What follows belongs to an exercise in optimizing a design on an open flow for small area, a short achievable clock period and few clock cycles per item; a production flow would make more cautious choices.
At most, simulation tests tie the RTL to the original design; equivalence was not proved.
No activity file was given, so power comes from the tool's default toggle rates.

== job 3226 ==
==> flow/design.v (excerpt) <==
module rtp_h264_depkt32 (
    input  wire        clk,
    input  wire        rst,
    input  wire        cfg_strict_f,
    input  wire        cfg_zero_byte,
    input  wire        in_valid,
    output wire        in_ready,
    input  wire [31:0] in_data,
    input  wire [2:0]  in_cnt,
    input  wire        in_last,
    output wire        out_valid,
    input  wire        out_ready,
    output wire [31:0] out_data,
    output wire [2:0]  out_cnt,
    output wire        res_valid,
    output wire [2:0]  res_cause,
    output wire [4:0]  res_flags
);
==> flow/config.mk <==
export PLATFORM = sky130hd
export DESIGN_NAME = rtp_h264_depkt32
export DESIGN_NICKNAME = rtp_h264_depkt32
export VERILOG_FILES = /design/flow/design.v
export SDC_FILE = /design/flow/constraint.sdc
export NUM_CORES = 4
export LEC_CHECK = 0
export ABC_AREA = 1
export CAP_MARGIN = 20
export CORE_MARGIN = 2
export CORE_UTILIZATION = 40
export SETUP_SLACK_MARGIN = 2
export SLEW_MARGIN = 20
==> flow/constraint.sdc <==
create_clock -name core_clock -period 7.0 [get_ports {clk}]
set_input_delay 1.4000 -clock core_clock [delete_from_list [all_inputs] [get_ports {clk}]]
set_output_delay 1.4000 -clock core_clock [all_outputs]
set_load 0.01 [all_outputs]
standard.sh (not shown) runs the stock make flow with config.mk's settings and CLKGATE_MAP_FILE= SYNTH_SCRIPT=/design/flow/synth_recipe.tcl, a recipe that flattens the netlist after the stock synthesis.
==> flow/flow/run.sh <==
#!/bin/bash
# The standard layout (standard.sh) with two changes:
#  - ABC maps for area (map -a) in synthesis: ORFS's scripts are copied and
#    their abc_area.script replaced with flow/abc_area.script (ABC_AREA is
#    set in config.mk); synthesis is otherwise the standard flow's own, so the registers
#    and their names are the standard synthesis's;
#  - the port buffers are buf_2 cells instead of the default delay buffers.
# The make output goes to standard.log; each step's log is under orfs/logs.
set -euo pipefail
rm -rf scripts_abc
cp -r "$FLOW_HOME/scripts" scripts_abc
cp flow/abc_area.script scripts_abc/abc_area.script
export SCRIPTS_DIR="$PWD/scripts_abc"
export BUFFER_PORTS_ARGS="-buffer_cell sky130_fd_sc_hd__buf_2"
bash standard.sh > standard.log 2>&1
==> flow/flow/abc_area.script <==
strash
dch
map -a
topo
stime -c
buffer -c
upsize -c
dnsize -c
## Diff of input files: job 9463 against job 3226
diff --git a/flow/design.v b/flow/design.v
--- a/flow/design.v
+++ b/flow/design.v
@@ -28,12 +28,13 @@
     localparam [2:0] S_COPY  = 3'd1;    
     localparam [2:0] S_DRAIN = 3'd2;    
     localparam [2:0] S_SZ    = 3'd3;    
     localparam [2:0] S_HDR   = 3'd4;    
     localparam [2:0] S_UNIT  = 3'd5;    
     localparam [2:0] S_RES   = 3'd6;    
+    localparam [2:0] S_SKIP  = 3'd7;    
     reg  [2:0]  st;
     reg  [1:0]  p;           
     reg  [3:0]  e;           
     reg  [1:0]  ph;          
     reg  [1:0]  at;          
     reg  [15:0] remain;      
@@ -58,14 +59,12 @@
     wire [4:0] t0 = b0[4:0];
     wire is_single = (t0 != 5'd0) && (t0[4:3] != 2'b11);
     wire is_ag     = (t0[4:2] == 3'b110);
     wire is_fu     = (t0[4:1] == 4'b1110);
     wire is_fub    = t0[0];
     wire fu_start  = b1[7];
-    wire fua_ns    = (t0 == 5'd28) && !fu_start;       
-    wire fu_b      = (t0 == 5'd29);
     wire [2:0] idle_err = (in_last && !in_cnt[2] && !(in_cnt[1] && in_cnt[0])) ? C_SHORT :
                           (cfg_strict_f && b0[7])                            ? C_FBIT :
                           (is_fu && is_fub && in_last && in_cnt == 3'd3)     ? C_TRUNC_DON : C_OK;
     wire [1:0]  sh = p;
     reg  [31:0] shifted;
     always @(*) begin
@@ -118,22 +117,21 @@
         prefix = 1'b0;
         fuhdr  = 1'b0;
         bdone  = 1'b0;
         ncopy  = avail;
         case (st)
             S_IDLE: begin
-                emit   = is_single || (is_fu && fu_start) || (fua_ns && in_cnt != 3'd2);
+                emit   = is_single || (is_fu && fu_start);
                 prefix = is_single;
                 fuhdr  = is_fu && fu_start;
-                bdone  = fua_ns || fu_b;
             end
             S_COPY: begin
                 emit  = 1'b1;
                 bdone = 1'b1;
             end
-            S_DRAIN: bdone = 1'b1;
+            S_DRAIN, S_SKIP: bdone = 1'b1;
             S_SZ:    bdone = seg_all;
             S_HDR: begin
                 emit   = !rem_zero;
                 prefix = 1'b1;
             end
             S_UNIT: begin
@@ -145,32 +143,28 @@
         endcase
     end
     wire active = in_valid && (st != S_RES);
     wire wants  = (st == S_IDLE) || (st == S_COPY) || (st == S_HDR) || (st == S_UNIT);
     wire fire   = active && (!wants || out_ready);
     wire ending = fire && bdone && in_last;
-    assign out_valid = in_valid && (((st == S_IDLE) && (is_single || (is_fu && fu_start) ||
-                                                       (fua_ns && (in_cnt[2] || in_cnt[0])))) ||
+    assign out_valid = in_valid && (((st == S_IDLE) && (is_single || (is_fu && fu_start))) ||
                                     (st == S_COPY) || (st == S_UNIT) ||
                                     ((st == S_HDR) && !rem_zero));
-    assign in_ready  = in_valid && ((((st == S_COPY) || (st == S_IDLE && (fua_ns || fu_b))) && out_ready) ||
-                                    (st == S_DRAIN) ||
+    assign in_ready  = in_valid && (((st == S_COPY) && out_ready) || (st == S_DRAIN) || (st == S_SKIP) ||
                                     ((st == S_SZ) && seg_all) ||
                                     ((st == S_UNIT) && seg_all && out_ready));
     assign res_valid = (st == S_RES) || (st == S_COPY && in_valid && in_last && out_ready);
     assign res_cause = (st != S_RES) ? C_OK :
                        (err == C_TRUNC_UNIT && rem_zero) ? C_ZERO_SIZE : err;
     assign res_flags = (st == S_RES && err != C_OK) ? 5'd0 : flags;
     wire [7:0] fu_h = {b0[7:5], b1[4:0]};
     always @(*) begin
         case (st)
             S_IDLE: begin
-                out_data = {(t0[4] && t0[3]) ? fu_h : 8'h01, zb4 ? 8'h00 : 8'h01,
-                            (t0[4] && t0[3] && !fu_start) ? in_data[31:16] : 16'h0000};
-                out_cnt  = (t0[4] && t0[3] && !fu_start) ? {1'b0, in_cnt[2], !in_cnt[2]} :
-                           ((t0[4] && t0[3]) || zb4) ? 3'd4 : 3'd3;
+                out_data = {(t0[4] && t0[3]) ? fu_h : 8'h01, zb4 ? 8'h00 : 8'h01, 16'h0000};
+                out_cnt  = ((t0[4] && t0[3]) || zb4) ? 3'd4 : 3'd3;
             end
             S_HDR: begin
                 out_data = {8'h01, zb4 ? 8'h00 : 8'h01, 16'h0000};
                 out_cnt  = zb4 ? 3'd4 : 3'd3;
             end
             default: begin
@@ -207,15 +201,18 @@
                     err <= idle_err;
                     ph  <= 2'd0;
                     at  <= t0[1:0];
                     if (is_single)
                         st <= S_COPY;
                     else if (is_fu) begin
-                        st <= S_COPY;
-                        if (fu_start && !is_fub)
-                            p <= 2'd2;
+                        if (is_fub)
+                            st <= S_SKIP;
+                        else begin
+                            st <= S_COPY;
+                            p  <= 2'd2;
+                        end
                     end else if (is_ag) begin
                         st <= S_SZ;
                         if (t0[1:0] == 2'd0) begin
                             p <= 2'd1;
                             e <= 4'd3;
                         end else begin
@@ -224,12 +221,14 @@
                         end
                     end else
                         st <= S_DRAIN;
                     if (idle_err != C_OK)
                         st <= S_DRAIN;
                 end
+                S_SKIP:
+                    st <= S_COPY;
                 S_SZ: begin
                     remain <= size_next;
                     if (seg_end) begin
                         st <= S_HDR;
                         p  <= e[1:0];
                     end else begin
Job 9463 vs job 3226, fraction of the yosys area taken by sequential cells went down by 0.38 points.
Comparing job 9463 and job 3226, average cell area after synthesis is higher on job 3226.
Summary of job 9463 over job 3226: total vias in the final route lower, total chip power lower.
Compared with job 3226, job 9463 shows total routed wirelength that has gone down by a few percent.
Compared with job 3226, job 9463 ends up with a larger final cell area.
In job 9463 the netlist area before placement turned out 1.4% higher than in job 3226.
In job 9463, the number of multi-input logic gates came out 5.1% above the value in job 3226.
Measured against job 9463, the switching power of the nets of job 3226 comes out at 1.07 times the reference value.
Testbench counts of job 9463, summed over its fixed seeds: cycles 48,649, in bytes 177,094.
For job 3226, only the layout was checked, not whether the RTL still works.

[static timing again, ports no longer ideal]
How much do the figures lean on ideal ports? The routed layouts below were timed once more, with nothing changed but the port constraints.
Step 1 assumes that a clkbuf_16 drives the clock port and a buf_2 every other input.
Step 2 also shifts input and output timing later by t, the mid clock arrival at the registers, as if the neighbouring blocks saw the same clock.
Three values: no drivers, after step 1, after step 2; two values: the first two.
run	t, ns	slack for setup (ns)	worst setup path at the end	slew at the worst register clock pin (ns)	pins driven straight from the clock port
job 3226	0.328	2.376 / 2.346 / 2.418	input to output	0.08 / 0.08	1
job 9463	0.321	2.481 / 2.459 / 2.459	input to output	0.09 / 0.09	1
After both steps every run listed still meets setup and hold. For job 9463, which loses most, drivers alone change the setup slack by -0.022 ns; drivers and shift together by -0.022 ns.
